What follows belongs to an exercise in optimizing a design on an open flow for a short achievable clock period and few clock cycles; a production flow would make more cautious choices. Function was checked by simulation only, so behaviour that the tests miss may differ from the original. Power is estimated from default activity; no workload was simulated.

==> design.v <==
module pru_blit (
    input  wire        clk,
    input  wire        rst,
    input  wire        cmd_valid,
    output wire        cmd_ready,
    input  wire        cmd_raw,        
    input  wire [15:0] cmd_x0,         
    input  wire [15:0] cmd_y0,
    input  wire [15:0] cmd_x1,
    input  wire [15:0] cmd_y1,
    input  wire [15:0] cmd_x2,         
    input  wire [15:0] cmd_y2,
    input  wire [31:0] src_base,
    input  wire [15:0] src_stride,
    input  wire [15:0] src_w,
    input  wire [15:0] src_h,
    input  wire [4:0]  src_ptype,
    input  wire        src_endian,
    input  wire [2:0]  src_bitoff,
    input  wire        src_axes_swap,
    input  wire        src_x_swap,
    input  wire        src_y_swap,
    input  wire [31:0] dst_base,
    input  wire [15:0] dst_stride,
    input  wire [15:0] dst_w,
    input  wire [15:0] dst_h,
    input  wire [4:0]  dst_ptype,
    input  wire        dst_endian,
    input  wire [2:0]  dst_bitoff,
    input  wire        dst_axes_swap,
    input  wire        dst_x_swap,
    input  wire        dst_y_swap,
    output wire        busy,
    output wire [31:0] cvt_value,
    output wire [4:0]  cvt_src_type,
    output wire [4:0]  cvt_dst_type,
    input  wire [31:0] cvt_result,
    output wire        mem_valid,
    input  wire        mem_ready,
    output wire        mem_we,
    output wire [29:0] mem_addr,
    output wire [31:0] mem_wdata,
    output wire [31:0] mem_wmask,
    input  wire [31:0] mem_rdata       
);
    localparam NC  = 4;                
    localparam PQD = 4;                
    localparam WQD = 4;                
    integer k;
    function [5:0] bpp_of;
        input [4:0] t;
        begin
            case (t)
                5'd0:  bpp_of = 6'd4;
                5'd1:  bpp_of = 6'd8;
                5'd2:  bpp_of = 6'd1;
                5'd3:  bpp_of = 6'd2;
                5'd4:  bpp_of = 6'd4;
                5'd5:  bpp_of = 6'd8;
                5'd6:  bpp_of = 6'd16;
                5'd7:  bpp_of = 6'd16;
                5'd8:  bpp_of = 6'd24;
                5'd9:  bpp_of = 6'd24;
                default: bpp_of = 6'd32;
            endcase
        end
    endfunction
    function [31:0] mask_of;
        input [5:0] w;
        begin
            case (w)
                6'd1:  mask_of = 32'h0000_0001;
                6'd2:  mask_of = 32'h0000_0003;
                6'd4:  mask_of = 32'h0000_000F;
                6'd8:  mask_of = 32'h0000_00FF;
                6'd16: mask_of = 32'h0000_FFFF;
                6'd24: mask_of = 32'h00FF_FFFF;
                default: mask_of = 32'hFFFF_FFFF;
            endcase
        end
    endfunction
    function [20:0] mulw;
        input [15:0] x;
        input [5:0]  w;
        begin
            case (w)
                6'd1:  mulw = {5'd0, x};
                6'd2:  mulw = {4'd0, x, 1'b0};
                6'd4:  mulw = {3'd0, x, 2'b0};
                6'd8:  mulw = {2'd0, x, 3'b0};
                6'd16: mulw = {1'd0, x, 4'b0};
                6'd24: mulw = {1'd0, x, 4'b0} + {2'd0, x, 3'b0};
                default: mulw = {x, 5'b0};
            endcase
        end
    endfunction
    function [4:0] shift_of;
        input [4:0] off;
        input [5:0] w;
        input       be;
        begin
            if (w < 6'd8)
                shift_of = {off[4:3], be ? (3'd0 - w[2:0] - off[2:0]) : off[2:0]};
            else
                shift_of = off;
        end
    endfunction
    reg        a_act;              
    reg        a_last;             
    reg        n_v;                
    reg [2:0]  sst;                
    reg [3:0]  bq_v;               
    reg [3:0]  pq_v;               
    reg        e_v, f_v;
    reg [3:0]  ow_v;               
    reg [WQD-1:0] wq_v;            
    reg        h_v, s_v;           
    reg        busy_r, rdy_r;
    reg        fill_v;
    wire   busy_c = a_act | n_v | (sst != 3'd0) | (|bq_v) | (|pq_v) | e_v | f_v |
                    (|ow_v) | (|wq_v) | h_v | s_v | fill_v;
    assign busy = busy_r;
    assign cmd_ready = rdy_r;
    wire   cmd_acc   = cmd_valid && rdy_r;
    reg        c_raw;
    reg [15:0] c_x0, c_y0, c_x1, c_y1, c_x2, c_y2;
    reg [31:0] c_sbase, c_dbase;
    reg [15:0] c_sstr, c_sw, c_sh, c_dstr, c_dw, c_dh;
    reg [4:0]  c_st, c_dt;
    reg        c_se, c_de;
    reg [2:0]  c_so, c_do;
    reg        c_sa, c_sx, c_sy, c_da, c_dx, c_dy;
    wire [5:0] c_ws = bpp_of(c_st);
    wire [5:0] c_wd = bpp_of(c_dt);
    wire       s_ax = !c_raw && c_sa;
    wire       s_xs = !c_raw && c_sx;
    wire       s_ys = !c_raw && c_sy;
    wire       d_ax = !c_raw && c_da;
    wire       d_xs = !c_raw && c_dx;
    wire       d_ys = !c_raw && c_dy;
    reg [15:0] s1_cw, s1_ch, s1_xlo, s1_xhi, s1_ylo, s1_yhi, s1_dwu, s1_dhv;
    reg [15:0] s2_spxl, s2_spxh, s2_spyl, s2_spyh;
    reg [15:0] s2_dpxl, s2_dpxh, s2_dpyl, s2_dpyh;
    wire       c_xo = (c_x0 <= c_x1);
    wire       c_yo = (c_y0 <= c_y1);
    wire [15:0] s_ul = s_ax ? s1_ylo : s1_xlo;
    wire [15:0] s_uh = s_ax ? s1_yhi : s1_xhi;
    wire [15:0] s_vl = s_ax ? s1_xlo : s1_ylo;
    wire [15:0] s_vh = s_ax ? s1_xhi : s1_yhi;
    wire [15:0] d_u0 = d_ax ? c_y2 : c_x2;
    wire [15:0] d_v0 = d_ax ? c_x2 : c_y2;
    wire [15:0] d_cu = d_ax ? s1_ch : s1_cw;
    wire [15:0] d_cv = d_ax ? s1_cw : s1_ch;
    reg [19:0] s2p_sl [0:3];
    reg [19:0] s2p_sh [0:3];
    reg [19:0] s2p_dl [0:3];
    reg [19:0] s2p_dh [0:3];
    reg [31:0] s_rowl, s_rowh, d_rowl, d_rowh;
    reg [20:0] s3_sxl, s3_sxh, s3_dxl, s3_dxh, s3_sxe, s3_dxe;
    reg [34:0] s4_xsb, s4_xsl, s4_xsh, s4_xdb, s4_xdl, s4_xdh;
    reg        tr_w;               
    function [31:0] digsum;
        input [19:0] p0, p1, p2, p3;
        begin
            digsum = {12'd0, p0} + {8'd0, p1, 4'd0} + {4'd0, p2, 8'd0} + {p3, 12'd0};
        end
    endfunction
    reg [34:0] s4_sb, s4_slo, s4_shi, s4_db, s4_dlo, s4_dhi;
    wire [34:0] s_bo = {c_sbase, c_so};
    wire [34:0] d_bo = {c_dbase, c_do};
    wire [34:0] s_row  = {16'd0, c_sstr, 3'b000};
    wire [34:0] d_row  = {16'd0, c_dstr, 3'b000};
    wire [34:0] s_col  = {29'd0, c_ws};
    wire [34:0] d_col  = {29'd0, c_wd};
    wire [34:0] s_di = s_ax ? (s_ys ? -s_row : s_row) : (s_xs ? -s_col : s_col);
    wire [34:0] s_dj = s_ax ? (s_xs ? -s_col : s_col) : (s_ys ? -s_row : s_row);
    wire [34:0] d_di = d_ax ? (d_ys ? -d_row : d_row) : (d_xs ? -d_col : d_col);
    wire [34:0] d_dj = d_ax ? (d_xs ? -d_col : d_col) : (d_ys ? -d_row : d_row);
    wire s4_ov = !((s4_shi < s4_dlo) || (s4_dhi < s4_slo));
    wire want_tr = ((s_ax && d_ax) || (s_ax && !d_ax && c_ws >= c_wd) ||
                    (!s_ax && d_ax && c_wd > c_ws)) && (s1_cw != 16'd0) && (s1_ch != 16'd0);
    wire s4_tr = !s4_ov && tr_w;
    wire s5_n  = (sst == 3'd5) && !tr_w && !n_v;
    wire [34:0] s5_sb = s4_xsb + {(s_ys ? s_rowh : s_rowl), 3'b000};
    wire [34:0] s5_db = s4_xdb + {(d_ys ? d_rowh : d_rowl), 3'b000};
    reg [34:0] n_sb, n_db, n_sdi, n_sdj, n_ddi, n_ddj;
    reg [15:0] n_cw, n_ch;
    reg [5:0]  n_ws, n_wd;
    reg        n_se, n_de, n_same, n_ov;
    reg [4:0]  n_st, n_dt;
    wire a_take_n;                 
    always @(posedge clk) begin
        if (rst) begin
            sst <= 3'd0;
            n_v <= 1'b0;
        end else begin
            if (a_take_n) n_v <= 1'b0;
            case (sst)
                3'd0: if (cmd_acc) sst <= 3'd1;
                3'd1: sst <= 3'd2;
                3'd2: sst <= 3'd3;
                3'd3: sst <= 3'd4;
                3'd4: sst <= 3'd5;
                3'd5: if (s5_n) begin
                    n_v <= 1'b1;
                    sst <= 3'd0;
                end else begin
                    sst <= 3'd6;
                end
                default: if (!n_v) begin
                    n_v <= 1'b1;
                    sst <= 3'd0;
                end
            endcase
        end
        if (rdy_r) begin
            c_raw   <= cmd_raw;
            c_x0    <= cmd_x0;  c_y0 <= cmd_y0;
            c_x1    <= cmd_x1;  c_y1 <= cmd_y1;
            c_x2    <= cmd_x2;  c_y2 <= cmd_y2;
            c_sbase <= src_base;  c_sstr <= src_stride; c_sw <= src_w; c_sh <= src_h;
            c_st    <= src_ptype; c_se <= src_endian;   c_so <= src_bitoff;
            c_sa    <= src_axes_swap; c_sx <= src_x_swap; c_sy <= src_y_swap;
            c_dbase <= dst_base;  c_dstr <= dst_stride; c_dw <= dst_w; c_dh <= dst_h;
            c_dt    <= dst_ptype; c_de <= dst_endian;   c_do <= dst_bitoff;
            c_da    <= dst_axes_swap; c_dx <= dst_x_swap; c_dy <= dst_y_swap;
        end
        if (sst == 3'd1) begin
            s1_cw  <= c_xo ? c_x1 - c_x0 : c_x0 - c_x1;
            s1_ch  <= c_yo ? c_y1 - c_y0 : c_y0 - c_y1;
            s1_xlo <= c_xo ? c_x0 : c_x1;
            s1_xhi <= c_xo ? c_x1 : c_x0;
            s1_ylo <= c_yo ? c_y0 : c_y1;
            s1_yhi <= c_yo ? c_y1 : c_y0;
            s1_dwu <= c_dw - 16'd1 - d_u0;
            s1_dhv <= c_dh - 16'd1 - d_v0;
        end
        if (sst == 3'd2) begin
            s2_spxl <= s_xs ? c_sw - 16'd1 - s_uh : s_ul;
            s2_spxh <= s_xs ? c_sw - 16'd1 - s_ul : s_uh;
            s2_spyl <= s_ys ? c_sh - 16'd1 - s_vh : s_vl;
            s2_spyh <= s_ys ? c_sh - 16'd1 - s_vl : s_vh;
            s2_dpxl <= d_xs ? s1_dwu - d_cu : d_u0;
            s2_dpxh <= d_xs ? s1_dwu : d_u0 + d_cu;
            s2_dpyl <= d_ys ? s1_dhv - d_cv : d_v0;
            s2_dpyh <= d_ys ? s1_dhv : d_v0 + d_cv;
        end
        if (sst == 3'd3) begin
            for (k = 0; k < 4; k = k + 1) begin
                s2p_sl[k] <= s2_spyl * ((c_sstr >> (4 * k)) & 16'hF);
                s2p_sh[k] <= s2_spyh * ((c_sstr >> (4 * k)) & 16'hF);
                s2p_dl[k] <= s2_dpyl * ((c_dstr >> (4 * k)) & 16'hF);
                s2p_dh[k] <= s2_dpyh * ((c_dstr >> (4 * k)) & 16'hF);
            end
            s3_sxl <= mulw(s2_spxl, c_ws);
            s3_sxh <= mulw(s2_spxh, c_ws);
            s3_dxl <= mulw(s2_dpxl, c_wd);
            s3_dxh <= mulw(s2_dpxh, c_wd);
            s3_sxe <= mulw(s2_spxh, c_ws) + {15'd0, c_ws} - 21'd1;
            s3_dxe <= mulw(s2_dpxh, c_wd) + {15'd0, c_wd} - 21'd1;
            tr_w   <= want_tr;
        end
        if (sst == 3'd4) begin
            s_rowl <= digsum(s2p_sl[0], s2p_sl[1], s2p_sl[2], s2p_sl[3]);
            s_rowh <= digsum(s2p_sh[0], s2p_sh[1], s2p_sh[2], s2p_sh[3]);
            d_rowl <= digsum(s2p_dl[0], s2p_dl[1], s2p_dl[2], s2p_dl[3]);
            d_rowh <= digsum(s2p_dh[0], s2p_dh[1], s2p_dh[2], s2p_dh[3]);
            s4_xsb <= s_bo + {14'd0, (s_xs ? s3_sxh : s3_sxl)};
            s4_xsl <= s_bo + {14'd0, s3_sxl};
            s4_xsh <= s_bo + {14'd0, s3_sxe};
            s4_xdb <= d_bo + {14'd0, (d_xs ? s3_dxh : s3_dxl)};
            s4_xdl <= d_bo + {14'd0, s3_dxl};
            s4_xdh <= d_bo + {14'd0, s3_dxe};
        end
        if (sst == 3'd5) begin
            s4_sb  <= s5_sb;
            s4_slo <= s4_xsl + {s_rowl, 3'b000};
            s4_shi <= s4_xsh + {s_rowh, 3'b000};
            s4_db  <= s5_db;
            s4_dlo <= s4_xdl + {d_rowl, 3'b000};
            s4_dhi <= s4_xdh + {d_rowh, 3'b000};
        end
        if ((sst == 3'd6 && !n_v) || s5_n) begin
            n_sb   <= s5_n ? s5_sb : s4_sb;
            n_db   <= s5_n ? s5_db : s4_db;
            n_sdi  <= s4_tr ? s_dj : s_di;
            n_sdj  <= s4_tr ? s_di : s_dj;
            n_ddi  <= s4_tr ? d_dj : d_di;
            n_ddj  <= s4_tr ? d_di : d_dj;
            n_cw   <= s4_tr ? s1_ch : s1_cw;
            n_ch   <= s4_tr ? s1_cw : s1_ch;
            n_ws   <= c_ws;
            n_wd   <= c_wd;
            n_se   <= c_se;
            n_de   <= c_de;
            n_st   <= c_st;
            n_dt   <= c_dt;
            n_same <= (c_st == c_dt);
            n_ov   <= s4_ov;
        end
    end
    localparam [15:0] NEAR = 16'd3;    
    reg [34:0] a_sb, a_sbr, a_db, a_dbr, a_sdi, a_sdj, a_ddi, a_ddj;
    reg [15:0] a_i, a_j, a_cw, a_ch;
    reg [5:0]  a_ws, a_wd;
    reg        a_se, a_de, a_same, a_ov, a_near;
    reg [4:0]  a_st, a_dt;
    reg [1:0]  bq_wp, bq_rp;
    wire a_adv = a_act && !bq_v[bq_wp];
    assign a_take_n = n_v && (!a_act || (a_adv && a_last));
    wire [34:0] a_sbr_n = a_sbr + a_sdj;
    wire [34:0] a_dbr_n = a_dbr + a_ddj;
    wire        a_eol   = (a_i == a_cw);
    always @(posedge clk) begin
        if (rst) begin
            a_act <= 1'b0;
        end else if (a_take_n) begin
            a_act <= 1'b1;
        end else if (a_adv && a_last) begin
            a_act <= 1'b0;
        end
        if (a_take_n) begin
            a_sb   <= n_sb;   a_sbr <= n_sb;
            a_db   <= n_db;   a_dbr <= n_db;
            a_sdi  <= n_sdi;  a_sdj <= n_sdj;
            a_ddi  <= n_ddi;  a_ddj <= n_ddj;
            a_i    <= 16'd0;  a_j   <= 16'd0;
            a_cw   <= n_cw;   a_ch  <= n_ch;
            a_last <= (n_cw == 16'd0) && (n_ch == 16'd0);
            a_near <= n_ov ? ((n_cw == 16'd0) && (n_ch == 16'd0))
                           : ((n_ch == 16'd0) && (n_cw <= NEAR));
            a_ws   <= n_ws;   a_wd  <= n_wd;
            a_se   <= n_se;   a_de  <= n_de;
            a_st   <= n_st;   a_dt  <= n_dt;
            a_same <= n_same;
            a_ov   <= n_ov;
        end else if (a_adv) begin
            if (a_eol) begin
                a_i   <= 16'd0;
                a_j   <= a_j + 16'd1;
                a_sb  <= a_sbr_n;  a_sbr <= a_sbr_n;
                a_db  <= a_dbr_n;  a_dbr <= a_dbr_n;
                a_last <= (a_cw == 16'd0) && (a_j + 16'd1 == a_ch);
                a_near <= a_ov ? ((a_cw == 16'd0) && (a_j + 16'd1 == a_ch))
                               : ((a_j + 16'd1 == a_ch) && (a_cw <= NEAR));
            end else begin
                a_i   <= a_i + 16'd1;
                a_sb  <= a_sb + a_sdi;
                a_db  <= a_db + a_ddi;
                a_last <= (a_i + 16'd1 == a_cw) && (a_j == a_ch);
                a_near <= a_ov ? ((a_i + 16'd1 == a_cw) && (a_j == a_ch))
                               : ((a_j == a_ch) && (a_cw - a_i - 16'd1 <= NEAR));
            end
        end
    end
    wire [29:0] r_a0 = a_sb[34:5];
    wire [29:0] r_a1 = a_sb[34:5] + 30'd1;
    wire        r_ss = ({1'b0, a_sb[4:0]} + a_ws) > 6'd32;
    wire [4:0]  r_sh = shift_of(a_sb[4:0], a_ws, a_se);
    wire [29:0] r_b0 = a_db[34:5];
    wire [29:0] r_b1 = a_db[34:5] + 30'd1;
    wire        r_ds = ({1'b0, a_db[4:0]} + a_wd) > 6'd32;
    wire [4:0]  r_dh = shift_of(a_db[4:0], a_wd, a_de);
    localparam BQD = 4;
    reg [29:0] q_a0 [0:BQD-1];
    reg [29:0] q_a1 [0:BQD-1];
    reg [29:0] q_b0 [0:BQD-1];
    reg [29:0] q_b1 [0:BQD-1];
    reg        q_ss [0:BQD-1];
    reg        q_ds [0:BQD-1];
    reg        q_same [0:BQD-1];
    reg [4:0]  q_sh [0:BQD-1];
    reg [4:0]  q_dh [0:BQD-1];
    reg [4:0]  q_st [0:BQD-1];
    reg [4:0]  q_dt [0:BQD-1];
    reg [5:0]  q_ws [0:BQD-1];
    reg [5:0]  q_wd [0:BQD-1];
    reg        pa, pm0;            
    reg [1:0]  pv;                 
    wire        b_v;
    wire [29:0] b_a0   = q_a0[bq_rp];
    wire [29:0] b_a1   = q_a1[bq_rp];
    wire [29:0] b_b0   = q_b0[bq_rp];
    wire [29:0] b_b1   = q_b1[bq_rp];
    wire        b_ss   = q_ss[bq_rp];
    wire        b_ds   = q_ds[bq_rp];
    wire [4:0]  b_sh   = q_sh[bq_rp];
    wire [4:0]  b_dh   = q_dh[bq_rp];
    wire [5:0]  b_ws   = q_ws[bq_rp];
    wire [5:0]  b_wd   = q_wd[bq_rp];
    wire [4:0]  b_st   = q_st[bq_rp];
    wire [4:0]  b_dt   = q_dt[bq_rp];
    wire        b_same = q_same[bq_rp];
    reg [29:0] ct [0:NC-1];
    reg [31:0] cd [0:NC-1];
    reg [NC-1:0] cv, cp;           
    reg [1:0]  rr;                 
    reg [1:0]  pq_i0 [0:PQD-1];
    reg [1:0]  pq_i1 [0:PQD-1];
    reg        pq_ss [0:PQD-1];
    reg [4:0]  pq_sh [0:PQD-1];
    reg [5:0]  pq_ws [0:PQD-1];
    reg [29:0] pq_b0 [0:PQD-1];
    reg [29:0] pq_b1 [0:PQD-1];
    reg        pq_ds [0:PQD-1];
    reg [4:0]  pq_dh [0:PQD-1];
    reg [5:0]  pq_wd [0:PQD-1];
    reg [4:0]  pq_st [0:PQD-1];
    reg [4:0]  pq_dt [0:PQD-1];
    reg        pq_same [0:PQD-1];
    reg [1:0]  pq_rp, pq_wp;
    reg [31:0] e_val;
    reg [29:0] e_b0, e_b1;
    reg        e_ds, e_same;
    reg [4:0]  e_dh, e_st, e_dt;
    reg [5:0]  e_wd;
    reg [31:0] f_res;
    reg [29:0] f_b0, f_b1;
    reg        f_ds;
    reg [4:0]  f_dh;
    reg [5:0]  f_wd;
    localparam NO = 4;
    reg [29:0] ow_addr [0:NO-1];
    reg [31:0] ow_data [0:NO-1];
    reg [31:0] ow_mask [0:NO-1];
    reg [1:0]  ow_ptr;
    reg [29:0] wq_addr [0:WQD-1];
    reg [31:0] wq_data [0:WQD-1];
    reg [31:0] wq_mask [0:WQD-1];
    reg [1:0]  wq_rp, wq_wp;
    reg        h_we;   reg [29:0] h_addr; reg [31:0] h_data, h_mask; reg [1:0] h_idx;
    reg        s_we;   reg [29:0] s_addr; reg [31:0] s_data, s_mask; reg [1:0] s_idx;
    reg [1:0]  fill_idx;
    function hz_pix;
        input [29:0] x;
        input        v;
        input [29:0] p0, p1;
        input        ps;
        begin
            hz_pix = v && ((p0 == x) || (ps && (p1 == x)));
        end
    endfunction
    function hz_set;
        input [29:0] x;
        integer n;
        begin
            hz_set = 1'b0;
            for (n = 0; n < PQD; n = n + 1)
                hz_set = hz_set | hz_pix(x, pq_v[n], pq_b0[n], pq_b1[n], pq_ds[n]);
            hz_set = hz_set | hz_pix(x, e_v, e_b0, e_b1, e_ds) | hz_pix(x, f_v, f_b0, f_b1, f_ds);
            for (n = 0; n < NO; n = n + 1)
                hz_set = hz_set | (ow_v[n] && (ow_addr[n] == x));
            for (n = 0; n < WQD; n = n + 1)
                hz_set = hz_set | (wq_v[n] && (wq_addr[n] == x));
        end
    endfunction
    wire [1:0]  bq_rn = bq_rp + 2'd1;
    wire [29:0] c_a0 = q_a0[bq_rp];
    wire [29:0] c_a1 = q_a1[bq_rp];
    wire        c_ss = q_ss[bq_rp];
    wire [29:0] nx_a0 = q_a0[bq_rn];
    wire [29:0] nx_a1 = q_a1[bq_rn];
    wire        nx_ss = q_ss[bq_rn];
    reg [NC-1:0] cm0, cm1, xm0, xm1;
    always @* begin
        for (k = 0; k < NC; k = k + 1) begin
            cm0[k] = (cv[k] | cp[k]) && (ct[k] == c_a0);
            cm1[k] = (cv[k] | cp[k]) && (ct[k] == c_a1);
            xm0[k] = (cv[k] | cp[k]) && (ct[k] == nx_a0);
            xm1[k] = (cv[k] | cp[k]) && (ct[k] == nx_a1);
        end
    end
    function [1:0] enc4;
        input [3:0] m;
        begin
            enc4 = m[1] ? 2'd1 : m[2] ? 2'd2 : m[3] ? 2'd3 : 2'd0;
        end
    endfunction
    wire c_hz = hz_set(c_a0) | (c_ss && hz_set(c_a1));
    wire nx_hz = hz_set(nx_a0) | (nx_ss && hz_set(nx_a1)) |
                (bq_v[bq_rp] && (hz_pix(nx_a0, 1'b1, b_b0, b_b1, b_ds) |
                                 (nx_ss && hz_pix(nx_a1, 1'b1, b_b0, b_b1, b_ds))));
    reg        bmv;
    reg  [9:0] hc_l, hn_l;         
    reg  [3:0] hc_m, hn_m;         
    wire [9:0] hl    = bmv ? hn_l : hc_l;
    wire [3:0] hm    = bmv ? hn_m : hc_m;
    wire       l_ok  = hl[9];
    wire       l_ss  = hl[8];
    wire       l_h0  = hl[7];
    wire       l_h1  = hl[6];
    wire [1:0] l_i0  = hl[5:4];
    wire [1:0] l_i1  = hl[3:2];
    wire       l_hz  = hl[1];
    wire       p_n0  = pa && (pm0 ? hm[3] : hm[2]);    
    wire       p_n1  = pa && (pm0 ? hm[1] : hm[0]);    
    wire       h0    = (l_h0 && !(pa && (pv == l_i0))) || p_n0;
    wire       h1    = !l_ss || (l_h1 && !(pa && (pv == l_i1))) || p_n1;
    wire [1:0] i0    = p_n0 ? pv : l_i0;
    wire [1:0] i1    = p_n1 ? pv : l_i1;
    wire       haz   = b_v && l_hz;
    assign     b_v   = l_ok;
    reg [NC-1:0] inuse;
    always @* begin
        inuse = 0;
        for (k = 0; k < PQD; k = k + 1) begin
            if (pq_v[k]) begin
                inuse[pq_i0[k]] = 1'b1;
                if (pq_ss[k]) inuse[pq_i1[k]] = 1'b1;
            end
        end
    end
    wire [NC-1:0] vbase = ~inuse & ~cp;
    wire [7:0]  vf2 = {vbase, vbase} >> rr;
    wire [1:0]  vo1 = vf2[0] ? 2'd0 : vf2[1] ? 2'd1 : vf2[2] ? 2'd2 : 2'd3;
    wire [1:0]  vo2 = (vf2[0] && vf2[1]) ? 2'd1 :
                      ((vf2[0] ^ vf2[1]) && vf2[2]) ? 2'd2 : 2'd3;
    wire        vh1 = |vf2[3:0];
    wire        vh2 = (vf2[0] + vf2[1] + vf2[2] + vf2[3]) >= 3'd2;
    wire [1:0]  va  = rr + vo1;
    wire [1:0]  vb  = rr + vo2;
    wire        v_avoid = !h0 ? (l_ss && h1) : 1'b1;
    wire [1:0]  v_aidx  = !h0 ? i1 : i0;
    wire        v_skip  = v_avoid && (va == v_aidx);
    wire [1:0]  vic  = v_skip ? vb : va;
    wire        vany = v_skip ? vh2 : vh1;
    wire miss0 = !h0;
    wire miss1 = h0 && !h1;
    wire rd_req = b_v && !haz && (miss0 || miss1) && vany;
    wire [29:0] rd_addr = miss0 ? b_a0 : b_a1;
    wire wq_any   = wq_v[wq_rp];
    wire wq_full  = wq_v[wq_wp];       
    wire can_push = !s_v;
    wire push_wr  = can_push && wq_any && (wq_full || !rd_req);
    wire push_rd  = can_push && rd_req && !push_wr;
    wire h0n = h0 || (push_rd && miss0);
    wire h1n = h1 || (push_rd && miss1);
    wire [1:0] i0n = h0 ? i0 : vic;
    wire [1:0] i1n = (l_ss && !h1) ? vic : i1;
    wire pq_space = !pq_v[pq_wp];
    wire b_adv = b_v && !haz && pq_space && h0n && h1n;
    wire [1:0]  x_i0 = pq_i0[pq_rp];
    wire [1:0]  x_i1 = pq_i1[pq_rp];
    wire        x_ss = pq_ss[pq_rp];
    reg  [PQD-1:0] pq_rdy;
    always @* begin
        for (k = 0; k < PQD; k = k + 1)
            pq_rdy[k] = pq_v[k] && cv[pq_i0[k]] && (!pq_ss[k] || cv[pq_i1[k]]);
    end
    wire        x_rdy = pq_rdy[pq_rp];
    wire [63:0] x_win = {cd[x_i1], cd[x_i0]} >> pq_sh[pq_rp];
    wire [31:0] x_val = x_win[31:0] & mask_of(pq_ws[pq_rp]);
    wire [31:0] f_dm   = mask_of(f_wd);
    wire [63:0] f_d64  = {32'd0, f_res & f_dm} << f_dh;
    wire [63:0] f_m64  = {32'd0, f_dm} << f_dh;
    wire        wq_space = !wq_v[wq_wp];
    reg  [NO-1:0] fe_m0, fe_m1, fo_m0, fo_m1;
    reg           fe_q00, fe_q01, fe_q10, fe_q11;
    reg           fmv, pfa, pfw, pfl;
    reg  [1:0]    pfs, pfi;
    wire [NO-1:0] f_clr  = (pfa ? (4'd1 << pfs) : 4'd0) | (pfl ? (4'd1 << pfi) : 4'd0);
    wire [NO-1:0] f_add0 = (pfa && (pfw ? fe_q01 : fe_q00)) ? (4'd1 << pfs) : 4'd0;
    wire [NO-1:0] f_add1 = (pfa && (pfw ? fe_q11 : fe_q10)) ? (4'd1 << pfs) : 4'd0;
    wire [NO-1:0] f_m0   = fmv ? ((fe_m0 & ~f_clr) | f_add0) : fo_m0;
    wire [NO-1:0] f_m1   = (fmv ? ((fe_m1 & ~f_clr) | f_add1) : fo_m1) & {NO{f_ds}};
    reg  [NO-1:0] ne_m0, ne_m1;
    always @* begin
        for (k = 0; k < NO; k = k + 1) begin
            ne_m0[k] = ow_v[k] && (ow_addr[k] == e_b0);
            ne_m1[k] = ow_v[k] && (ow_addr[k] == e_b1);
        end
    end
    wire        f_h0 = |f_m0;
    wire        f_h1 = !f_ds || (|f_m1);
    wire        f_need = !f_h0 || !f_h1;
    wire [1:0]  f_slot = (f_h0 ? f_m0[ow_ptr] : f_m1[ow_ptr]) ? ow_ptr + 2'd1 : ow_ptr;
    wire        f_evict = ow_v[f_slot];
    wire        f_act  = f_v && (!f_need || !f_evict || wq_space);
    wire        f_done = f_act && (f_h0 || f_h1);
    wire        f_take  = !f_v || f_done;
    wire        e_adv   = e_v && f_take;
    wire        e_take  = !e_v || e_adv;
    wire        x_pop   = x_rdy && e_take;
    wire        o_idle  = !f_v && (haz || (!(|bq_v) && !a_act));
    wire [1:0]  o_fidx  = ow_v[0] ? 2'd0 : ow_v[1] ? 2'd1 : ow_v[2] ? 2'd2 : 2'd3;
    wire        o_flush = o_idle && (|ow_v) && wq_space;
    wire        wq_push  = (f_act && f_need && f_evict) || o_flush;
    wire [1:0]  wq_pidx  = o_flush ? o_fidx : f_slot;
    wire [29:0] wq_paddr = ow_addr[wq_pidx];
    wire [31:0] wq_pdata = ow_data[wq_pidx];
    wire [31:0] wq_pmask = ow_mask[wq_pidx];
    wire h_taken = h_v && mem_ready;
    wire push    = push_wr || push_rd;
    wire [29:0] p_addr = push_wr ? wq_addr[wq_rp] : rd_addr;
    wire [31:0] p_data = wq_data[wq_rp];
    wire [31:0] p_mask = wq_mask[wq_rp];
    always @(posedge clk) begin
        if (rst) begin
            bq_v  <= 0;
            bq_wp <= 2'd0;
            bq_rp <= 2'd0;
            pa    <= 1'b0;
            bmv   <= 1'b0;
            hc_l[9] <= 1'b0;
            hn_l[9] <= 1'b0;
        end else begin
            if (a_adv) begin
                bq_v[bq_wp] <= 1'b1;
                bq_wp <= bq_wp + 2'd1;
            end
            if (b_adv) begin
                bq_v[bq_rp] <= 1'b0;
                bq_rp <= bq_rp + 2'd1;
            end
            bmv   <= b_adv;
            hc_l[9] <= bq_v[bq_rp] && !b_adv;
            hn_l[9] <= bq_v[bq_rn];
            pa    <= push_rd;
        end
        hc_l[8:0] <= {c_ss, |cm0, |cm1, enc4(cm0), enc4(cm1), c_hz, 1'b0};
        hn_l[8:0] <= {nx_ss, |xm0, |xm1, enc4(xm0), enc4(xm1), nx_hz, 1'b0};
        hc_m <= 4'b1001;
        hn_m <= {nx_a0 == c_a0, nx_a0 == c_a1, nx_a1 == c_a0, nx_a1 == c_a1};
        pv  <= vic;
        pm0 <= miss0;
        if (!bq_v[bq_wp]) begin
            q_a0[bq_wp] <= r_a0; q_a1[bq_wp] <= r_a1; q_ss[bq_wp] <= r_ss; q_sh[bq_wp] <= r_sh;
            q_ws[bq_wp] <= a_ws; q_b0[bq_wp] <= r_b0; q_b1[bq_wp] <= r_b1; q_ds[bq_wp] <= r_ds;
            q_dh[bq_wp] <= r_dh; q_wd[bq_wp] <= a_wd; q_st[bq_wp] <= a_st; q_dt[bq_wp] <= a_dt;
            q_same[bq_wp] <= a_same;
        end
        if (push_rd) begin
            ct[vic]  <= rd_addr;
            cp[vic]  <= 1'b1;
            cv[vic]  <= 1'b0;
            rr       <= vic + 2'd1;
        end
        if (fill_v) begin
            cd[fill_idx] <= mem_rdata;
            cv[fill_idx] <= 1'b1;
            cp[fill_idx] <= 1'b0;
        end
        if (f_v) begin
            for (k = 0; k < NC; k = k + 1)
                if ((ct[k] == f_b0) || (f_ds && (ct[k] == f_b1)))
                    cv[k] <= 1'b0;
        end
        if (rst || !busy_c) begin
            cv <= 0;
            cp <= 0;
            rr <= 2'd0;
        end
        if (rst) begin
            pq_v   <= 0;
            pq_rp  <= 2'd0;
            pq_wp  <= 2'd0;
        end else begin
            if (b_adv) begin
                pq_v[pq_wp] <= 1'b1;
                pq_wp <= pq_wp + 2'd1;
            end
            if (x_pop) begin
                pq_v[pq_rp] <= 1'b0;
                pq_rp <= pq_rp + 2'd1;
            end
        end
        if (!pq_v[pq_wp]) begin
            pq_i0[pq_wp]   <= i0n;
            pq_i1[pq_wp]   <= i1n;
            pq_ss[pq_wp]   <= b_ss;
            pq_sh[pq_wp]   <= b_sh;
            pq_ws[pq_wp]   <= b_ws;
            pq_b0[pq_wp]   <= b_b0;
            pq_b1[pq_wp]   <= b_b1;
            pq_ds[pq_wp]   <= b_ds;
            pq_dh[pq_wp]   <= b_dh;
            pq_wd[pq_wp]   <= b_wd;
            pq_st[pq_wp]   <= b_st;
            pq_dt[pq_wp]   <= b_dt;
            pq_same[pq_wp] <= b_same;
        end
        if (rst) e_v <= 1'b0;
        else if (e_take) e_v <= x_pop;
        if (x_pop) begin
            e_val  <= x_val;
            e_b0   <= pq_b0[pq_rp];
            e_b1   <= pq_b1[pq_rp];
            e_ds   <= pq_ds[pq_rp];
            e_dh   <= pq_dh[pq_rp];
            e_wd   <= pq_wd[pq_rp];
            e_st   <= pq_st[pq_rp];
            e_dt   <= pq_dt[pq_rp];
            e_same <= pq_same[pq_rp];
        end
        if (rst) f_v <= 1'b0;
        else if (f_take) f_v <= e_adv;
        if (e_adv) begin
            f_res <= e_same ? e_val : cvt_result;
            f_b0  <= e_b0;
            f_b1  <= e_b1;
            f_ds  <= e_ds;
            f_dh  <= e_dh;
            f_wd  <= e_wd;
        end
        fe_m0  <= ne_m0;
        fe_m1  <= ne_m1;
        fe_q00 <= (e_b0 == f_b0);
        fe_q01 <= (e_b0 == f_b1);
        fe_q10 <= (e_b1 == f_b0);
        fe_q11 <= (e_b1 == f_b1);
        fmv    <= e_adv;
        pfa    <= f_act && f_need;
        pfs    <= f_slot;
        pfw    <= f_h0;
        pfl    <= o_flush;
        pfi    <= o_fidx;
        fo_m0  <= f_m0 | ((f_act && f_need && !f_h0) ? (4'd1 << f_slot) : 4'd0);
        fo_m1  <= f_m1 | ((f_act && f_need && f_h0) ? (4'd1 << f_slot) : 4'd0);
        if (rst) begin
            ow_v   <= 0;
            ow_ptr <= 2'd0;
        end else begin
            if (o_flush)
                ow_v[o_fidx] <= 1'b0;
            if (f_act && f_need) begin
                ow_v[f_slot] <= 1'b1;
                ow_ptr <= f_slot + 2'd1;
            end
        end
        for (k = 0; k < NO; k = k + 1) begin
            if (f_act && f_m0[k]) begin
                ow_data[k] <= (ow_data[k] & ~f_m64[31:0]) | f_d64[31:0];
                ow_mask[k] <= ow_mask[k] | f_m64[31:0];
            end
            if (f_act && f_m1[k]) begin
                ow_data[k] <= (ow_data[k] & ~f_m64[63:32]) | f_d64[63:32];
                ow_mask[k] <= ow_mask[k] | f_m64[63:32];
            end
        end
        if (f_act && f_need) begin
            ow_addr[f_slot] <= f_h0 ? f_b1 : f_b0;
            ow_data[f_slot] <= f_h0 ? f_d64[63:32] : f_d64[31:0];
            ow_mask[f_slot] <= f_h0 ? f_m64[63:32] : f_m64[31:0];
        end
        if (rst) begin
            wq_v   <= 0;
            wq_rp  <= 2'd0;
            wq_wp  <= 2'd0;
        end else begin
            if (wq_push) begin
                wq_v[wq_wp] <= 1'b1;
                wq_wp <= wq_wp + 2'd1;
            end
            if (push_wr) begin
                wq_v[wq_rp] <= 1'b0;
                wq_rp <= wq_rp + 2'd1;
            end
        end
        if (!wq_v[wq_wp]) begin
            wq_addr[wq_wp] <= wq_paddr;
            wq_data[wq_wp] <= wq_pdata;
            wq_mask[wq_wp] <= wq_pmask;
        end
        if (rst) begin
            h_v    <= 1'b0;
            s_v    <= 1'b0;
            fill_v <= 1'b0;
        end else begin
            fill_v <= h_taken && !h_we;
            if (!h_v || h_taken) begin
                h_v <= s_v || push;
                s_v <= 1'b0;
            end else if (push) begin
                s_v <= 1'b1;
            end
        end
        fill_idx <= h_idx;
        if (!h_v || h_taken) begin
            if (s_v) begin
                h_we <= s_we; h_addr <= s_addr; h_data <= s_data; h_mask <= s_mask; h_idx <= s_idx;
            end else begin
                h_we <= push_wr; h_addr <= p_addr; h_data <= p_data; h_mask <= p_mask; h_idx <= vic;
            end
        end
        if (!s_v) begin
            s_we <= push_wr; s_addr <= p_addr; s_data <= p_data; s_mask <= p_mask; s_idx <= vic;
        end
        if (rst) begin
            busy_r <= 1'b0;
            rdy_r  <= 1'b0;
        end else begin
            busy_r <= busy_c || cmd_acc;
            rdy_r  <= (sst == 3'd0) && !cmd_acc && !n_v && !a_act &&
                      ((bq_v == 4'd0) || (b_adv && ((bq_v & ~(4'd1 << bq_rp)) == 4'd0)));
        end
    end
    assign cvt_value    = e_val;
    assign cvt_src_type = e_st;
    assign cvt_dst_type = e_dt;
    assign mem_valid = h_v;
    assign mem_we    = h_we;
    assign mem_addr  = h_addr;
    assign mem_wdata = h_data;
    assign mem_wmask = h_mask;
endmodule
==> run.sh <==
#!/bin/bash
# synth_recipe.tcl (not shown) runs the flow's synth.tcl, then flattens the netlist and writes it again
# the make line also repeats each setting of config.mk as NAME=value (left out here)
make -C /OpenROAD-flow-scripts/flow DESIGN_CONFIG=/design/flow/config.mk WORK_HOME=/design/flow/orfs CLKGATE_MAP_FILE= SYNTH_SCRIPT=/design/flow/synth_recipe.tcl finish
==> config.mk <==
export PLATFORM = sky130hd
export DESIGN_NAME = pru_blit
export DESIGN_NICKNAME = pru_blit
export VERILOG_FILES = /design/flow/design.v
export SDC_FILE = /design/flow/constraint.sdc
export NUM_CORES = 4
export LEC_CHECK = 0
export CAP_MARGIN = 70
export CORE_MARGIN = 2
export CORE_UTILIZATION = 25
export PLACE_DENSITY = 0.45
export SLEW_MARGIN = 70
==> constraint.sdc <==
create_clock -name core_clock -period 15.0 [get_ports {clk}]
set_input_delay 3.0000 -clock core_clock [delete_from_list [all_inputs] [get_ports {clk}]]
set_output_delay 3.0000 -clock core_clock [all_outputs]
set_load 0.01 [all_outputs]
==> impl_metrics.env, run 1 <==
export IMPL_synth_nets=29819
export IMPL_r2r_end="s3_sxe[20]"
export IMPL_setup_violations=0
export IMPL_outcome="failed layout checks"
export IMPL_die_x_um=1110
export IMPL_ys_seq_area_share_pct=45.5
export IMPL_post_route_period_util_pct=42.0
export IMPL_synthCells=27388
export IMPL_viasPerCell=5.13
export IMPL_clk_latency_ns=1.15
export IMPL_whs_ns=0.347
export IMPL_start_util_pct=25.0
export IMPL_grt_use_met1_pct=27.6
export IMPL_worst_clock_skew_ns=0.120
export IMPL_vias=232122
export IMPL_gp_congestion=1.00
export IMPL_crit_path_start="c_st[4]"
export IMPL_r2r_start="c_st[4]"
export IMPL_cts_resized=0
export IMPL_fill_cells=124137
export IMPL_yosys_top_cells_area="edfxtp_1 (44%), xnor2_1 (8.5%), ha_1 (6.1%)"
export IMPL_yosysMostFrequentCell="edfxtp_1"
export IMPL_fin_nets=30845
export IMPL_avgSynthCellArea_um2=11.2
export IMPL_io_buffers=488
export IMPL_die_y_um=1110
export IMPL_die_area_um2=1230000
export IMPL_startpoint_type="flop"
export IMPL_drive_gt1_share_pct=15.7
export IMPL_tightestPinTransition_ns=0.545
export IMPL_cts_buffer_depth=5
export IMPL_io_pins=489
export IMPL_power_uw=38400
export IMPL_area_delta_synth_final_pct=20.7
export IMPL_rows=406
export IMPL_drc=0
export IMPL_reg2reg_slack_ns=8.70
export IMPL_power_density_nw_per_um2=104
export IMPL_pre_cts_slack_ns=8.67
export IMPL_hold_viol_final=0
export IMPL_grt_pass1_wl_um=1860000
export IMPL_worstHoldPathType="flop to flop"
export IMPL_gr_total_overflow=0
export IMPL_hold_buffers=0
export IMPL_post_drt_wl_per_cell_um=30.0
export IMPL_drtIter0Drc=28108
export IMPL_synth_common_cells="edfxtp_1 (4,461), xnor2_1 (2,970), nand2_1 (2,423), xor2_1 (1,938), ha_1 (1,493)"
export IMPL_numCtsBuffers=584
export IMPL_critPathKind="flop to flop"
export IMPL_met2_usage_pct=32.5
export IMPL_finalSetupTns_ns=0
export IMPL_rsz0062_at_grt="false"
export IMPL_ant_nets=1
export IMPL_track_usage_pct=21.3
export IMPL_antenna_found_initial=145
export IMPL_synth_cell_types=96
export IMPL_fmax_mhz=159
export IMPL_cap_violations=0
export IMPL_cts_root_buffer="clkbuf_16"
export IMPL_so_violations="antenna rules"
export IMPL_report_final_slew_viol_count=0
export IMPL_met3_usage_pct=5.50
export IMPL_clkSlewWorstSetupHoldPaths_ns=0.06
export IMPL_cts_tree="done"
export IMPL_crit_arrival_ns=7.18
export IMPL_crit_path_end="s3_sxe[20]"
export IMPL_max_slew_margin_rel_pct=63.6
export IMPL_synthFlopType="edfxtp_1"
export IMPL_routed_wirelength_um=1360000
export IMPL_async_flop_share_pct=0
export IMPL_synth_top_area_share_pct=43.9
export IMPL_cts_max_level=6
export IMPL_design_core_area_um2=1220000
export IMPL_ys_ff_latch=4717
export IMPL_synth_area_um2=305000
export IMPL_cts_sinks=4717
export IMPL_firstDrtPassIters=10
export IMPL_critPathRequiredTime_ns=15.88
export IMPL_grt_start_max_net_pins=83
export IMPL_yosys_warnings=5
export IMPL_gr_max_usage_layer="met2"
export IMPL_post_cts_buffers=0
export IMPL_dpl_hpwl_um=1020000
export IMPL_vdd_drop_max_mv=0.0811
export IMPL_rr_worst_depth=25
export IMPL_grt_pass1_vias=226278
export IMPL_p_leak_uw=0.134
export IMPL_worstPathMaxFanout=33
export IMPL_fin_ws_ns=8.70
export IMPL_synth_top_area_cell="edfxtp_1"
export IMPL_fin_crit_ns=6.30
export IMPL_synth_edff_count=4461
export IMPL_cp_end_kind="flop"
## worst min-delay path by stage
stage,start,end,depth (start not counted)
floorplan,h_idx[0],fill_idx[0],0
global placement,h_idx[1],fill_idx[1],0
detailed placement,h_idx[0],fill_idx[0],0
CTS,h_idx[1],fill_idx[1],0
global route,h_idx[0],fill_idx[0],0
finish,h_idx[0],fill_idx[0],0
## power breakdown
group	internal (uW)	total [uW]	switching (uW)
Sequential	15100	15500	319
Combinational	3300	8150	4860
Clock	8560	14800	6190
Total	27000	38400	11400
## worst max-delay path: stages, from the launching register on
cell and delay [ns]:
edfxtp_1 0.55, nand2b_2 0.43, inv_1 0.32, nor3_1 0.11, and2_1 0.17, buf_4 0.24
or2_2 0.35, or4_1 0.70, buf_4 0.31, o21a_1 0.22, inv_1 0.07, ha_1 0.23
inv_1 0.06, ha_1 0.25, o21ai_0 0.22, nand2_1 0.09, o31ai_1 0.10, o21ai_1 0.18
o41ai_2 0.23, buf_1 0.19, o2111ai_1 0.17, a31oi_1 0.30, o21bai_1 0.10, a21oi_1 0.22
xnor2_1 0.16, xnor2_1 0.09
## per-layer routing
layer  vias up  part of all wire, %
li1     100344                    -
met1    115610                   41
met2     12501                   43
met3      3642                  9.3
met4        25                  6.7
met5         -                0.038
## cell families (layout without fill, tap and decap cells)
family / after synthesis / count (layout) / synth area share (%)
adders and majority gates: 2088 / 2088 / 9.99
AOI/OAI and AO/OA: 4215 / 4215 / 8.85
muxes: 1286 / 1286 / 6.33
and+or+nand+nor: 7011 / 7011 / 11.1
buffers and inverters: 3163 / 4655 / 4.09
other: 0 / 78 / 0
DFF: 4717 / 4717 / 45.5
xor gates and xnor gates: 4908 / 4908 / 14.1
## registers in the layout, indices dropped and copies added (netlist names), 80 cells and up, named ones only
| register | flops |
|---|---|
| q_a1 | 120 |
| wq_mask | 128 |
| ow_data | 128 |
| wq_addr | 120 |
| q_b1 | 120 |
| pq_b0 | 120 |
| wq_data | 128 |
| q_b0 | 120 |
| ow_addr | 120 |
| ct | 120 |
| cd | 128 |
| s2p_dl | 80 |
| q_a0 | 120 |
| s2p_sh | 80 |
| s2p_sl | 80 |
| ow_mask | 128 |
| s2p_dh | 80 |
| pq_b1 | 120 |
## cells in the final DEF (no fill, tap or decap), drive strengths merged, types with 210 or more instances in the layout
master         Yosys  final
edfxtp          4461   4461
xnor2           2970   2970
nand2           2423   2423
xor2            1938   1938
buf              801   1890
ha              1493   1493
nor2            1347   1347
inv             1192   1225
a21oi           1175   1175
o21ai            939    939
nand4            757    757
clkbuf          1168    746
fa               589    589
nor4             583    583
and2             521    521
mux4             483    483
clkdlybuf4s50      0    477
mux2i            467    467
mux2             336    336
nand3            306    306
a21o             305    305
nor3             288    288
a211oi           265    265
dfxtp            256    256
a31oi            212    212
clkinv             2    210
## layout make-up
cell class / instances / area (um2) / share of cell area (%)
Antenna cell: 78 / 195 / 0.0530
Clock buffer: 712 / 15500 / 4.20
Clock inverter: 340 / 4070 / 1.10
Inverter: 1194 / 4580 / 1.24
Multi-Input combinational cell: 19508 / 160000 / 43.4
Sequential cell: 4717 / 139000 / 37.8
Tap cell: 16320 / 20400 / 5.54
Timing Repair Buffer: 2409 / 24700 / 6.70
## metrics by stage
| stage | utilization, % | instances | cell area (um2) |
|---|---|---|---|
| after floorplan | - | 27388 | 305000 |
| after global placement | 26.9 | 42887 | 329000 |
| after detailed placement | 28.4 | 44059 | 347000 |
| after CTS | 30.0 | 45111 | 366000 |
| after global routing | 30.2 | 45244 | 369000 |
| final | 30.2 | 45278 | 369000 |
Testbench counts, summed over its fixed seeds: cycles 52,830.
==> run 2: changes to the inputs <==
--- a/design.v
+++ b/design.v
@@ -139,6 +139,8 @@
     wire       d_xs = !c_raw && c_dx;
     wire       d_ys = !c_raw && c_dy;
     reg [15:0] s1_cw, s1_ch, s1_xlo, s1_xhi, s1_ylo, s1_yhi, s1_dwu, s1_dhv;
+    reg [5:0]  s1_ws, s1_wd;       
+    reg [20:0] s1_wsm, s1_wdm;     
     reg [15:0] s2_spxl, s2_spxh, s2_spyl, s2_spyh;
     reg [15:0] s2_dpxl, s2_dpxh, s2_dpyl, s2_dpyh;
     wire       c_xo = (c_x0 <= c_x1);
@@ -233,6 +235,10 @@
             s1_ylo <= c_yo ? c_y0 : c_y1;
             s1_yhi <= c_yo ? c_y1 : c_y0;
             s1_dwu <= c_dw - 16'd1 - d_u0;
+            s1_ws  <= c_ws;
+            s1_wd  <= c_wd;
+            s1_wsm <= {15'd0, c_ws} - 21'd1;
+            s1_wdm <= {15'd0, c_wd} - 21'd1;
             s1_dhv <= c_dh - 16'd1 - d_v0;
         end
         if (sst == 3'd2) begin
@@ -252,12 +258,12 @@
                 s2p_dl[k] <= s2_dpyl * ((c_dstr >> (4 * k)) & 16'hF);
                 s2p_dh[k] <= s2_dpyh * ((c_dstr >> (4 * k)) & 16'hF);
             end
-            s3_sxl <= mulw(s2_spxl, c_ws);
-            s3_sxh <= mulw(s2_spxh, c_ws);
-            s3_dxl <= mulw(s2_dpxl, c_wd);
-            s3_dxh <= mulw(s2_dpxh, c_wd);
-            s3_sxe <= mulw(s2_spxh, c_ws) + {15'd0, c_ws} - 21'd1;
-            s3_dxe <= mulw(s2_dpxh, c_wd) + {15'd0, c_wd} - 21'd1;
+            s3_sxl <= mulw(s2_spxl, s1_ws);
+            s3_sxh <= mulw(s2_spxh, s1_ws);
+            s3_dxl <= mulw(s2_dpxl, s1_wd);
+            s3_dxh <= mulw(s2_dpxh, s1_wd);
+            s3_sxe <= mulw(s2_spxh, s1_ws) + s1_wsm;
+            s3_dxe <= mulw(s2_dpxh, s1_wd) + s1_wdm;
             tr_w   <= want_tr;
         end
         if (sst == 3'd4) begin
==> impl_metrics.env, run 2 <==
export IMPL_synth_nets=30126
export IMPL_cap_violations=0
export IMPL_track_usage_pct=21.1
export IMPL_finalSetupTns_ns=0
export IMPL_cts_max_level=6
export IMPL_hold_viol_final=0
export IMPL_avgSynthCellArea_um2=11.1
export IMPL_rsz0062_at_grt="false"
export IMPL_path_cells="buf_4 > inv_4 > buf_4 > nand2_2 > buf_8 > buf_12 > nand2_1 > nand2_1 > ha_1 > fa_1 > a21o_1 > a21o_1 > a21oi_1 > o211ai_1 > a41oi_1 > o22ai_1 > o221a_2 > o41ai_4 > o221ai_1 > a21oi_1 > xnor2_1 > mux2_2"
export IMPL_start_util_pct=25.1
export IMPL_cts_tree="done"
export IMPL_numCtsBuffers=579
export IMPL_synthFlopType="edfxtp_1"
export IMPL_async_flop_share_pct=0
export IMPL_critPathKind="flop to flop"
export IMPL_worstHoldPathType="flop to flop"
export IMPL_routed_wirelength_um=1350000
export IMPL_die_y_um=1110
export IMPL_clk_latency_ns=1.12
export IMPL_synth_common_cells="edfxtp_1 (4,487), xnor2_1 (3,115), nand2_1 (2,927), xor2_1 (1,796), ha_1 (1,479)"
export IMPL_outcome="finished clean"
export IMPL_synthCells=27709
export IMPL_setup_violations=0
export IMPL_worst_path_max_delay_cell="fa_1"
export IMPL_io_pins=489
export IMPL_synth_top_area_cell="edfxtp_1"
export IMPL_power_density_nw_per_um2=102
export IMPL_gp_congestion=1.02
export IMPL_yosys_warnings=5
export IMPL_critPathRequiredTime_ns=15.84
export IMPL_ys_seq_area_share_pct=45.7
export IMPL_post_drt_wl_per_cell_um=29.6
export IMPL_report_final_slew_viol_count=0
export IMPL_cts_sinks=4743
export IMPL_tightestPinTransition_ns=0.539
export IMPL_crit_arrival_ns=6.56
export IMPL_finish_utilization_pct=30.2
export IMPL_hold_buffers=0
export IMPL_cp_end_kind="flop"
export IMPL_cts_buffer_depth=5
export IMPL_worst_path_stages=22
export IMPL_dpl_hpwl_um=1020000
export IMPL_min_path_cells=0
export IMPL_cts_root_buffer="clkbuf_16"
export IMPL_whs_ns=0.360
export IMPL_post_cts_buffers=0
export IMPL_worst_clock_skew_ns=0.0897
export IMPL_fin_crit_ns=5.71
export IMPL_synth_cell_types=106
export IMPL_firstDrtPassIters=11
export IMPL_cp_num_buf_inv=5
export IMPL_drive_gt1_share_pct=15.4
export IMPL_p_leak_uw=0.133
export IMPL_cts_resized=0
export IMPL_die_x_um=1110
export IMPL_yosysMostFrequentCell="edfxtp_1"
export IMPL_vias=234182
export IMPL_viasPerCell=5.11
export IMPL_clkSlewWorstSetupHoldPaths_ns=0.06
export IMPL_die_area_um2=1230000
export IMPL_dpl_cell_count=44403
export IMPL_io_buffers=488
export IMPL_ys_ff_latch=4743
export IMPL_synth_top_area_share_pct=44.0
export IMPL_layout_commonest_cell="edfxtp_1"
export IMPL_fmax_mhz=175
export IMPL_post_route_period_util_pct=38.1
export IMPL_grt_start_max_net_pins=99
export IMPL_max_stage_delay_ns=0.43
export IMPL_instances_no_fill=45785
export IMPL_yosys_top_cells_area="edfxtp_1 (44%), xnor2_1 (8.9%), ha_1 (6.0%)"
export IMPL_vdd_drop_max_mv=0.0834
export IMPL_path_delay_family="compound AO/OA/AOI/OAI gates"
export IMPL_gr_total_overflow=0
export IMPL_synth_area_um2=306000
export IMPL_rows=406
export IMPL_startpoint_type="flop"
export IMPL_drc=0
export IMPL_grt_pass1_wl_um=1850000
export IMPL_max_slew_margin_rel_pct=64.1
export IMPL_fin_nets=31186
export IMPL_ant_nets=0
export IMPL_area_delta_synth_final_pct=20.3
export IMPL_final_cell_mix="edfxtp_1 (4,487), xnor2_1 (3,010), nand2_1 (2,858)"
export IMPL_rr_worst_depth=22
export IMPL_drtIter0Drc=28325
export IMPL_worstPathMaxFanout=31
export IMPL_antenna_found_initial=156
export IMPL_grt_pass1_vias=227693
export IMPL_synth_edff_count=4487
export IMPL_design_core_area_um2=1220000
run 2: cell count changes in the layout (fill, tap and decap cells not counted), moves of 79 or more:
cell / delta
diode_2: +166
mux2_2: -110
o21ai_0: -79
buf_2: +111
nand2_1: +476
xor2_1: -134
inv_1: -81
xnor2_1: +129
run 2: cell families after synthesis:
group           count (synthesis)  synth area share (%)
mux                          1170                  5.90
simple gates                 7448                  11.6
compound gates               4245                  8.93
fa+ha+maj                    2072                  9.90
xor+xnor                     4913                  14.1
flops                        4743                  45.7
buf+inv                      3118                  3.99
run 2: where the power goes:
group	internal [uW]	leakage, uW	switching (uW)
Clock	8100	0.00910	6070
Sequential	15200	0.0434	328
Combinational	3120	0.0810	4720
Total	26500	0.133	11100
run 2: final timing paths:
kind	from	to	slack, ns
max	c_raw	n_sb[33]	9.29
min	h_idx[1]	fill_idx[1]	0.36
max reg2reg	c_raw	n_sb[33]	9.29
min reg2reg	h_idx[1]	fill_idx[1]	0.36
run 2: final cells by class:
class | instances | area (um2)
antenna | 244 | 611
multi-input combinational | 19848 | 160000
clock inverter | 309 | 3140
clock buffer | 724 | 15500
sequential | 4743 | 140000
fill | 124183 | 853000
inverter | 1118 | 4280
timing repair buffer | 2479 | 24500
tap | 16320 | 20400
run 2: through the flow:
stage | worst slack, ns | power [uW] | area [um2]
5_1_grt | 8.88 | 39300 | 368000
2_1_floorplan | 0.567 | 20900 | 306000
4_1_cts | 9.17 | 37900 | 366000
3_5_place_dp | 9.16 | 23600 | 347000
6_report | 9.29 | 37600 | 369000
3_3_place_gp | 7.81 | 23200 | 329000
run 2: metal layers:
layer / vias up / share of wire, % / GRT usage (%)
met5: - / 0.094 / 0.442
met4: 58 / 7.5 / 12.7
met3: 3830 / 9.4 / 5.62
met2: 12470 / 43 / 32.0
met1: 116277 / 40 / 26.9
li1: 101547 / - / -
Testbench counts of run 2, summed over its fixed seeds: cycles 52,830.

==> separate check: timing with driven ports <==
Ports are ideal in the flow. The routed layouts listed here were re-timed in OpenROAD.
Step 1 (the two cells are an assumption about what drives the block):
set clk [get_ports {clk}]
set_driving_cell -lib_cell sky130_fd_sc_hd__clkbuf_16 $clk
set_driving_cell -lib_cell sky130_fd_sc_hd__buf_2 [delete_from_list [all_inputs] $clk]
Step 2 also shifts input and output timing later by t, the mid clock arrival at the registers, as if the neighbouring blocks saw the same clock.
Three values: no drivers, after step 1, after step 2; two values: the first two.
run | t (ns) | setup slack, ns | cell pins on the clock port's net
run 1 | 1.246 | 8.696 / 8.696 / 8.696 | 1
run 2 | 1.268 | 9.286 / 9.286 / 9.286 | 1
